Background: an optimization exercise with open tools, aiming at small area, a short achievable clock period and few clock cycles. Do not read the settings as production practice.
In this exercise RTL edits were held to simulation tests only and were not proved equivalent to the original.
No activity file was given, so power comes from the tool's default toggle rates.

==> branch tundra: inputs <==
==> flow/design.v <==
module chunk_codec (
    input             clk,
    input             rst,         
    input             wr_en,
    input      [7:0]  wr_addr,
    input      [31:0] wr_data,
    input      [7:0]  rd_addr,
    output reg [31:0] rd_data,
    output            busy
);
    localparam [7:0] C_TYPE_FROM_BYTES = 8'h10, C_TYPE_FROM_TEXT = 8'h11,
                     C_RAW_BYTES = 8'h12, C_IS_VALID = 8'h13, C_IS_RSV_VALID = 8'h14,
                     C_IS_CRITICAL = 8'h15, C_IS_PUBLIC = 8'h16, C_IS_SAFE = 8'h17,
                     C_TYPE_TO_TEXT = 8'h18, C_CRC32 = 8'h20, C_CONSTRUCT = 8'h30,
                     C_PARSE = 8'h31, C_LENGTH = 8'h32, C_TYPE_CODE = 8'h33,
                     C_PAYLOAD = 8'h34, C_CHECKSUM = 8'h35, C_AS_TEXT = 8'h36,
                     C_SERIALIZE = 8'h37;
    localparam [3:0] E_EMPTY = 4'd1, E_TRUNC = 4'd2, E_CRC = 4'd3, E_LEN = 4'd4,
                     E_CHAR = 4'd5, E_UTF8 = 4'd6, E_NOVAL = 4'd8, E_ILLEGAL = 4'd10;
    localparam [2:0] R_ZERO = 3'd0, R_BIT = 3'd1, R_LEN = 3'd2, R_SUM = 3'd3, R_CRC = 3'd4;
    localparam [1:0] O_NONE = 2'd0, O_TYPE = 2'd1, O_PAY = 2'd2, O_FRAME = 2'd3;
    localparam [1:0] J_CRC = 2'd0, J_CONS = 2'd1, J_PARSE = 2'd2;
    function [31:0] crc8;
        input [31:0] c;
        input [7:0]  b;
        integer k;
        begin
            crc8 = c ^ {24'd0, b};
            for (k = 0; k < 8; k = k + 1)
                crc8 = crc8[0] ? ((crc8 >> 1) ^ 32'hEDB88320) : (crc8 >> 1);
        end
    endfunction
    function [7:0] utf8;
        input [7:0] s;
        input [7:0] b;
        reg asc, c8, c9, ca, cn, l2, e0, e1, ed, f0, f13, f4;
        begin
            asc = !b[7];
            c8  = (b[7:4] == 4'h8);
            c9  = (b[7:4] == 4'h9);
            ca  = (b[7:5] == 3'b101);
            cn  = (b[7:6] == 2'b10);
            l2  = (b[7:5] == 3'b110) && (b[4:1] != 4'd0);
            e0  = (b == 8'hE0);
            ed  = (b == 8'hED);
            e1  = (b[7:4] == 4'hE) && !e0 && !ed;
            f0  = (b == 8'hF0);
            f13 = (b[7:2] == 6'b111100) && (b[1:0] != 2'd0);
            f4  = (b == 8'hF4);
            utf8[0] = (s[0] & asc) | (s[1] & cn);
            utf8[1] = (s[0] & l2) | (s[2] & cn) | (s[4] & ca) | (s[5] & (c8 | c9));
            utf8[2] = (s[0] & e1) | (s[3] & cn) | (s[6] & (c9 | ca)) | (s[7] & c8);
            utf8[3] = s[0] & f13;
            utf8[4] = s[0] & e0;
            utf8[5] = s[0] & ed;
            utf8[6] = s[0] & f0;
            utf8[7] = s[0] & f4;
        end
    endfunction
    function is_letter;
        input [7:0] b;
        begin
            is_letter = (b[7:5] == 3'b010 || b[7:5] == 3'b011) &&
                        (b[4:0] != 5'd0) && (b[4:0] <= 5'd26);
        end
    endfunction
    reg [31:0] ib [0:7];       
    reg [31:0] pm [0:7];       
    reg        pm_off;         
    reg [5:0]  ib_len;
    reg [31:0] tin;
    reg        t_valid;
    reg [31:0] t;
    reg        r_valid;
    reg [5:0]  r_len;
    reg [31:0] r_type;
    reg [31:0] r_crc;          
    reg        r_utf;          
    reg [3:0]  err;
    reg [2:0]  res_sel;
    reg        res_bit;
    reg [1:0]  ob_sel;
    reg        run;
    reg [1:0]  job;
    reg [7:0]  kh;             
    reg [5:0]  rem;            
    reg [31:0] acc;            
    reg [7:0]  us;             
    assign busy = run;
    wire issue = wr_en && (wr_addr == 8'h00) && !run;
    wire [7:0] cmd = wr_data[7:0];
    reg  [31:0] e_word;
    always @* begin
        e_word = {32{!run}} & t;
        for (j = 0; j < 8; j = j + 1)
            e_word = e_word | ({32{kh[j]}} & ib[j]);
    end
    wire [31:0] e_c0   = run ? acc : 32'hFFFFFFFF;
    wire [7:0]  e_u0   = run ? us : 8'd1;
    wire [31:0] e_c1 = crc8(e_c0, e_word[31:24]);
    wire [31:0] e_c2 = crc8(e_c1, e_word[23:16]);
    wire [31:0] e_c3 = crc8(e_c2, e_word[15:8]);
    wire [31:0] e_c4 = crc8(e_c3, e_word[7:0]);
    wire [7:0]  e_u1 = utf8(e_u0, e_word[31:24]);
    wire [7:0]  e_u2 = utf8(e_u1, e_word[23:16]);
    wire [7:0]  e_u3 = utf8(e_u2, e_word[15:8]);
    wire [7:0]  e_u4 = utf8(e_u3, e_word[7:0]);
    wire        last = (rem <= 6'd4);
    reg  [31:0] e_c;
    reg  [7:0]  e_u;
    always @* begin
        case ((run && last) ? rem[1:0] : 2'd0)
            2'd1:    begin e_c = e_c1; e_u = e_u1; end
            2'd2:    begin e_c = e_c2; e_u = e_u2; end
            2'd3:    begin e_c = e_c3; e_u = e_u3; end
            default: begin e_c = e_c4; e_u = e_u4; end
        endcase
    end
    wire u_ok4   = e_u4[0];
    wire u_ok    = e_u[0];
    wire u_ok_r  = us[0];
    wire pay_wd  = (job == J_CONS) || !(kh[0] || kh[1]);
    reg [31:0] stored;
    always @* begin
        case (r_len[1:0])
            2'd1:    stored = {r_crc[23:0], e_word[31:24]};
            2'd2:    stored = {r_crc[15:0], e_word[31:16]};
            2'd3:    stored = {r_crc[7:0],  e_word[31:8]};
            default: stored = e_word;
        endcase
    end
    wire [31:0] p_len  = ib[0];
    wire        p_fits = (p_len[31:6] == 26'd0) && (p_len[5:0] <= ib_len - 6'd12);
    wire letters = is_letter(ib[0][31:24]) && is_letter(ib[0][23:16]) &&
                   is_letter(ib[0][15:8])  && is_letter(ib[0][7:0]);
    integer i, j;
    always @(posedge clk) begin
        if (!rst && wr_en && !run && wr_addr[7:3] == 5'b01000)
            ib[wr_addr[2:0]] <= wr_data;
        if (!rst && issue && (cmd == C_CONSTRUCT || cmd == C_PARSE))
            for (i = 0; i < 8; i = i + 1) pm[i] <= ib[i];
    end
    always @(posedge clk) begin
        if (rst) begin
            run     <= 1'b0;
            kh      <= 8'd0;
            ib_len  <= 6'd0;
            tin     <= 32'd0;
            t_valid <= 1'b0;
            r_valid <= 1'b0;
            err     <= 4'd0;
            res_sel <= R_ZERO;
            ob_sel  <= O_NONE;
        end else if (!run) begin
            if (wr_en) begin
                if (wr_addr == 8'h05) ib_len <= wr_data[5:0];
                if (wr_addr == 8'h07) tin <= wr_data;
            end
            if (issue) begin
                err     <= 4'd0;
                res_sel <= R_ZERO;
                ob_sel  <= O_NONE;
                acc     <= 32'hFFFFFFFF;
                us      <= 8'd1;
                rem     <= ib_len;
                case (cmd)
                C_TYPE_FROM_BYTES: begin
                    t       <= tin;
                    t_valid <= 1'b1;
                end
                C_TYPE_FROM_TEXT: begin
                    if (ib_len != 6'd4) begin
                        t_valid <= 1'b0;
                        err     <= E_LEN;
                    end else if (!letters) begin
                        t_valid <= 1'b0;
                        err     <= E_CHAR;
                    end else begin
                        t       <= ib[0];
                        t_valid <= 1'b1;
                    end
                end
                C_RAW_BYTES: begin
                    if (!t_valid) err <= E_NOVAL;
                    else          ob_sel <= O_TYPE;
                end
                C_IS_VALID, C_IS_RSV_VALID, C_IS_CRITICAL, C_IS_PUBLIC, C_IS_SAFE: begin
                    if (!t_valid) err <= E_NOVAL;
                    else begin
                        res_sel <= R_BIT;
                        case (cmd[2:0])
                            3'd5:    res_bit <= ~t[29];
                            3'd6:    res_bit <= ~t[21];
                            3'd7:    res_bit <= t[5];
                            default: res_bit <= ~t[13];
                        endcase
                    end
                end
                C_TYPE_TO_TEXT: begin
                    if (!t_valid)   err <= E_NOVAL;
                    else if (!u_ok4) err <= E_UTF8;
                    else            ob_sel <= O_TYPE;
                end
                C_CRC32: begin
                    res_sel <= R_CRC;
                    job     <= J_CRC;
                    if (ib_len != 6'd0) begin run <= 1'b1; kh <= 8'd1; end
                end
                C_CONSTRUCT: begin
                    r_valid <= 1'b0;
                    if (!t_valid) err <= E_NOVAL;
                    else begin
                        job    <= J_CONS;
                        pm_off <= 1'b0;
                        r_len  <= ib_len;
                        r_type <= t;
                        acc    <= e_c4;
                        if (ib_len != 6'd0) begin run <= 1'b1; kh <= 8'd1; end
                        else begin
                            r_crc   <= ~e_c;
                            r_utf   <= 1'b1;
                            r_valid <= 1'b1;
                        end
                    end
                end
                C_PARSE: begin
                    r_valid <= 1'b0;
                    if (ib_len == 6'd0)     err <= E_EMPTY;
                    else if (ib_len < 6'd12) err <= E_TRUNC;
                    else if (!p_fits)        err <= E_TRUNC;
                    else begin
                        job    <= J_PARSE;
                        pm_off <= 1'b1;
                        r_len  <= p_len[5:0];
                        r_type <= ib[1];
                        kh     <= 8'd2;
                        rem    <= p_len[5:0] + 6'd4;
                        run    <= 1'b1;
                    end
                end
                C_LENGTH: begin
                    if (!r_valid) err <= E_NOVAL;
                    else          res_sel <= R_LEN;
                end
                C_TYPE_CODE: begin
                    t_valid <= 1'b0;
                    if (!r_valid) err <= E_NOVAL;
                    else begin
                        t       <= r_type;
                        t_valid <= 1'b1;
                    end
                end
                C_PAYLOAD: begin
                    if (!r_valid) err <= E_NOVAL;
                    else          ob_sel <= O_PAY;
                end
                C_CHECKSUM: begin
                    if (!r_valid) err <= E_NOVAL;
                    else          res_sel <= R_SUM;
                end
                C_AS_TEXT: begin
                    if (!r_valid)   err <= E_NOVAL;
                    else if (!r_utf) err <= E_UTF8;
                    else            ob_sel <= O_PAY;
                end
                C_SERIALIZE: begin
                    if (!r_valid) err <= E_NOVAL;
                    else          ob_sel <= O_FRAME;
                end
                default: err <= E_ILLEGAL;
                endcase
            end
        end else begin
            kh <= {kh[6:0], 1'b0};
            if (rem != 6'd0) begin
                acc <= e_c;
                rem <= last ? 6'd0 : rem - 6'd4;
                if (pay_wd) us <= e_u;
                if (job == J_PARSE) r_crc <= e_word;
                if (last && job == J_CRC) begin run <= 1'b0; kh <= 8'd0; end
                if (last && job == J_CONS) begin
                    r_crc   <= ~e_c;
                    r_utf   <= u_ok;
                    r_valid <= 1'b1;
                    run     <= 1'b0;
                    kh      <= 8'd0;
                end
            end else begin
                r_crc <= stored;
                if (~acc != stored) err <= E_CRC;
                else begin
                    r_utf   <= u_ok_r;
                    r_valid <= 1'b1;
                end
                run <= 1'b0;
                kh  <= 8'd0;
            end
        end
    end
    reg [31:0] res_v;
    always @* begin
        case (res_sel)
            R_BIT:   res_v = {31'd0, res_bit};
            R_LEN:   res_v = {26'd0, r_len};
            R_SUM:   res_v = r_crc;
            R_CRC:   res_v = ~acc;
            default: res_v = 32'd0;
        endcase
    end
    wire        e_crc = (err == E_CRC);
    reg  [5:0]  ob_len;
    always @* begin
        case (ob_sel)
            O_TYPE:  ob_len = 6'd4;
            O_PAY:   ob_len = r_len;
            O_FRAME: ob_len = r_len + 6'd12;
            default: ob_len = 6'd0;
        endcase
    end
    wire [3:0]  ob_k  = rd_addr[3:0];
    wire [7:0]  kd    = 8'd1 << rd_addr[2:0];
    wire        o_typ = (ob_sel == O_TYPE);
    wire        o_pay = (ob_sel == O_PAY);
    wire        o_frm = (ob_sel == O_FRAME);
    wire [7:0]  pd    = (o_pay && pm_off)  ? {kd[5:0], kd[7:6]} :
                        (o_frm && !pm_off) ? {kd[1:0], kd[7:2]} : kd;
    reg  [31:0] pm_w;
    always @* begin
        pm_w = 32'd0;
        for (j = 0; j < 8; j = j + 1)
            pm_w = pm_w | ({32{pd[j]}} & pm[j]);
    end
    reg  [31:0] crc_rot;
    always @* begin
        case (r_len[1:0])
            2'd1:    crc_rot = {r_crc[7:0],   r_crc[31:8]};
            2'd2:    crc_rot = {r_crc[15:0],  r_crc[31:16]};
            2'd3:    crc_rot = {r_crc[23:0],  r_crc[31:24]};
            default: crc_rot = r_crc;
        endcase
    end
    wire [3:0]  lw2   = {1'b0, r_len[5:2]} + 4'd2;
    wire        k_in  = (ob_k < lw2);
    wire        k_eq  = (ob_k == lw2);
    wire        hdr   = o_typ || (o_frm && ob_k[3:1] == 3'd0);
    wire [31:0] hdr_v = o_typ ? t : (ob_k[0] ? r_type : {26'd0, r_len});
    reg  [31:0] ob_v;
    always @* begin
        for (i = 0; i < 4; i = i + 1)
            ob_v[31 - 8 * i -: 8] =
                hdr ? hdr_v[31 - 8 * i -: 8] :
                (o_pay || k_in || (k_eq && i < r_len[1:0])) ? pm_w[31 - 8 * i -: 8]
                                                             : crc_rot[31 - 8 * i -: 8];
    end
    reg [31:0] ib_r;
    always @* begin
        ib_r = 32'd0;
        for (j = 0; j < 8; j = j + 1)
            ib_r = ib_r | ({32{kd[j]}} & ib[j]);
    end
    reg [31:0] reg_v;
    always @* begin
        case (rd_addr[2:0])
            3'd1:    reg_v = {26'd0, r_valid, t_valid, err};
            3'd2:    reg_v = res_v;
            3'd3:    reg_v = e_crc ? ~acc : 32'd0;
            3'd4:    reg_v = e_crc ? r_crc : 32'd0;
            3'd5:    reg_v = {26'd0, ib_len};
            3'd6:    reg_v = {26'd0, ob_len};
            default: reg_v = tin;
        endcase
    end
    always @* begin
        if (rd_addr[7])      rd_data = ob_v;
        else if (rd_addr[6]) rd_data = ib_r;
        else                 rd_data = reg_v;
    end
endmodule
==> flow/run.sh <==
#!/bin/bash
# synth_recipe.tcl (not shown) runs the flow's synth.tcl, then flattens the netlist and writes it again
# the make line also repeats each setting of config.mk as NAME=value (left out here)
make -C /OpenROAD-flow-scripts/flow DESIGN_CONFIG=/design/flow/config.mk WORK_HOME=/design/flow/orfs CLKGATE_MAP_FILE= SYNTH_SCRIPT=/design/flow/synth_recipe.tcl finish
==> flow/config.mk <==
export PLATFORM = sky130hd
export DESIGN_NAME = chunk_codec
export DESIGN_NICKNAME = chunk_codec
export VERILOG_FILES = /design/flow/design.v
export SDC_FILE = /design/flow/constraint.sdc
export NUM_CORES = 4
export LEC_CHECK = 0
export CAP_MARGIN = 20
export CORE_MARGIN = 2
export CORE_UTILIZATION = 60
export SETUP_SLACK_MARGIN = 4
export SLEW_MARGIN = 20
==> flow/constraint.sdc <==
create_clock -name core_clock -period 10.0 [get_ports {clk}]
set_input_delay 2.0000 -clock core_clock [delete_from_list [all_inputs] [get_ports {clk}]]
set_output_delay 2.0000 -clock core_clock [all_outputs]
set_load 0.01 [all_outputs]
==> inputs of branch juniper, as changes to branch tundra <==
--- a/flow/design.v
+++ b/flow/design.v
@@ -82,19 +82,14 @@
     reg [1:0]  ob_sel;
     reg        run;
     reg [1:0]  job;
-    reg [7:0]  kh;             
+    reg [2:0]  kp;             
     reg [5:0]  rem;            
     reg [31:0] acc;            
     reg [7:0]  us;             
     assign busy = run;
     wire issue = wr_en && (wr_addr == 8'h00) && !run;
     wire [7:0] cmd = wr_data[7:0];
-    reg  [31:0] e_word;
-    always @* begin
-        e_word = {32{!run}} & t;
-        for (j = 0; j < 8; j = j + 1)
-            e_word = e_word | ({32{kh[j]}} & ib[j]);
-    end
+    wire [31:0] e_word = run ? ib[kp] : t;
     wire [31:0] e_c0   = run ? acc : 32'hFFFFFFFF;
     wire [7:0]  e_u0   = run ? us : 8'd1;
     wire [31:0] e_c1 = crc8(e_c0, e_word[31:24]);
@@ -119,7 +114,7 @@
     wire u_ok4   = e_u4[0];
     wire u_ok    = e_u[0];
     wire u_ok_r  = us[0];
-    wire pay_wd  = (job == J_CONS) || !(kh[0] || kh[1]);
+    wire pay_wd  = (job == J_CONS) || (kp >= 3'd2);
     reg [31:0] stored;
     always @* begin
         case (r_len[1:0])
@@ -133,7 +128,7 @@
     wire        p_fits = (p_len[31:6] == 26'd0) && (p_len[5:0] <= ib_len - 6'd12);
     wire letters = is_letter(ib[0][31:24]) && is_letter(ib[0][23:16]) &&
                    is_letter(ib[0][15:8])  && is_letter(ib[0][7:0]);
-    integer i, j;
+    integer i;
     always @(posedge clk) begin
         if (!rst && wr_en && !run && wr_addr[7:3] == 5'b01000)
             ib[wr_addr[2:0]] <= wr_data;
@@ -143,7 +138,6 @@
     always @(posedge clk) begin
         if (rst) begin
             run     <= 1'b0;
-            kh      <= 8'd0;
             ib_len  <= 6'd0;
             tin     <= 32'd0;
             t_valid <= 1'b0;
@@ -162,6 +156,7 @@
                 ob_sel  <= O_NONE;
                 acc     <= 32'hFFFFFFFF;
                 us      <= 8'd1;
+                kp      <= 3'd0;
                 rem     <= ib_len;
                 case (cmd)
                 C_TYPE_FROM_BYTES: begin
@@ -204,7 +199,7 @@
                 C_CRC32: begin
                     res_sel <= R_CRC;
                     job     <= J_CRC;
-                    if (ib_len != 6'd0) begin run <= 1'b1; kh <= 8'd1; end
+                    if (ib_len != 6'd0) run <= 1'b1;
                 end
                 C_CONSTRUCT: begin
                     r_valid <= 1'b0;
@@ -215,7 +210,7 @@
                         r_len  <= ib_len;
                         r_type <= t;
                         acc    <= e_c4;
-                        if (ib_len != 6'd0) begin run <= 1'b1; kh <= 8'd1; end
+                        if (ib_len != 6'd0) run <= 1'b1;
                         else begin
                             r_crc   <= ~e_c;
                             r_utf   <= 1'b1;
@@ -233,7 +228,7 @@
                         pm_off <= 1'b1;
                         r_len  <= p_len[5:0];
                         r_type <= ib[1];
-                        kh     <= 8'd2;
+                        kp     <= 3'd1;
                         rem    <= p_len[5:0] + 6'd4;
                         run    <= 1'b1;
                     end
@@ -271,19 +266,18 @@
                 endcase
             end
         end else begin
-            kh <= {kh[6:0], 1'b0};
+            kp <= kp + 3'd1;
             if (rem != 6'd0) begin
                 acc <= e_c;
                 rem <= last ? 6'd0 : rem - 6'd4;
                 if (pay_wd) us <= e_u;
                 if (job == J_PARSE) r_crc <= e_word;
-                if (last && job == J_CRC) begin run <= 1'b0; kh <= 8'd0; end
+                if (last && job == J_CRC) run <= 1'b0;
                 if (last && job == J_CONS) begin
                     r_crc   <= ~e_c;
                     r_utf   <= u_ok;
                     r_valid <= 1'b1;
                     run     <= 1'b0;
-                    kh      <= 8'd0;
                 end
             end else begin
                 r_crc <= stored;
@@ -293,7 +287,6 @@
                     r_valid <= 1'b1;
                 end
                 run <= 1'b0;
-                kh  <= 8'd0;
             end
         end
     end
@@ -318,18 +311,12 @@
         endcase
     end
     wire [3:0]  ob_k  = rd_addr[3:0];
-    wire [7:0]  kd    = 8'd1 << rd_addr[2:0];
     wire        o_typ = (ob_sel == O_TYPE);
     wire        o_pay = (ob_sel == O_PAY);
     wire        o_frm = (ob_sel == O_FRAME);
-    wire [7:0]  pd    = (o_pay && pm_off)  ? {kd[5:0], kd[7:6]} :
-                        (o_frm && !pm_off) ? {kd[1:0], kd[7:2]} : kd;
-    reg  [31:0] pm_w;
-    always @* begin
-        pm_w = 32'd0;
-        for (j = 0; j < 8; j = j + 1)
-            pm_w = pm_w | ({32{pd[j]}} & pm[j]);
-    end
+    wire [1:0]  pm_o  = {o_frm & ~pm_off, (o_pay & pm_off) | (o_frm & ~pm_off)};
+    wire [1:0]  pm_hi = ob_k[2:1] + pm_o;
+    wire [31:0] pm_w  = pm[{pm_hi, ob_k[0]}];
     reg  [31:0] crc_rot;
     always @* begin
         case (r_len[1:0])
@@ -352,12 +339,6 @@
                 (o_pay || k_in || (k_eq && i < r_len[1:0])) ? pm_w[31 - 8 * i -: 8]
                                                              : crc_rot[31 - 8 * i -: 8];
     end
-    reg [31:0] ib_r;
-    always @* begin
-        ib_r = 32'd0;
-        for (j = 0; j < 8; j = j + 1)
-            ib_r = ib_r | ({32{kd[j]}} & ib[j]);
-    end
     reg [31:0] reg_v;
     always @* begin
         case (rd_addr[2:0])
@@ -372,7 +353,7 @@
     end
     always @* begin
         if (rd_addr[7])      rd_data = ob_v;
-        else if (rd_addr[6]) rd_data = ib_r;
+        else if (rd_addr[6]) rd_data = ib[rd_addr[2:0]];
         else                 rd_data = reg_v;
     end
 endmodule
ABC_AREA = 1   (was default)
==> results.txt <==
Between branch juniper and branch tundra, the lower first-iteration DRC count is in branch tundra (gap about 9%, measured against branch tundra). In sequential power, branch tundra and branch juniper hardly differ. Of branch juniper and branch tundra, branch juniper has the higher register-to-register slack (gap 50 ps). Design area: branch juniper is larger than branch tundra (about 1.5%). Of branch juniper and branch tundra, branch tundra has the higher global-route usage (gap 1.7 points). Between branch tundra and branch juniper, the lower power is in branch juniper (gap about 2%, measured against branch juniper). Between branch juniper and branch tundra, the lower critical path depth is in branch tundra (gap 2). Of branch juniper and branch tundra, branch juniper has the higher fmax (gap about 2.5%, measured against branch tundra). In branch juniper the die area is higher than in branch tundra, by about 4%. Between branch tundra and branch juniper, the lower non-clock buffer count is in branch juniper (gap 44).
Testbench counts of branch tundra, summed over its fixed seeds: cycles 18,552.
Testbench counts of branch juniper, summed over its fixed seeds: cycles 18,552.

re-timing with driven ports:
The flow's constraints put no driver on any port. The routed layouts listed below were extracted and timed again, unchanged, in two steps.
Step 1: set_driving_cell puts a clkbuf_16 on clk and a buf_2 on each other input, an assumption about the parent block.
Step 2 times the ports against the registers' clock, not the clock port: input delays grow and output delays shrink by t, the midpoint of the rising clock arrivals with the driver on.
a / b / c = ideal ports / drivers / drivers and shift; a / b = the first two.
| run | t (ns) | setup WS [ns] | hold slack, ns | slew at the worst register clock pin (ns) | pins driven straight from the clock port |
|---|---|---|---|---|---|
| branch tundra | 0.738 | 3.194 / 3.048 / 3.048 | 0.463 / 0.463 / 0.463 | 0.08 / 0.08 | 1 |
| branch juniper | 0.732 | 3.362 / 3.286 / 3.286 | 0.442 / 0.442 / 0.442 | 0.07 / 0.07 | 1 |
After both steps every run listed still meets setup and hold. The setup slack of branch tundra, which loses most, moves by -0.146 ns with the drivers and by -0.146 ns with both steps.
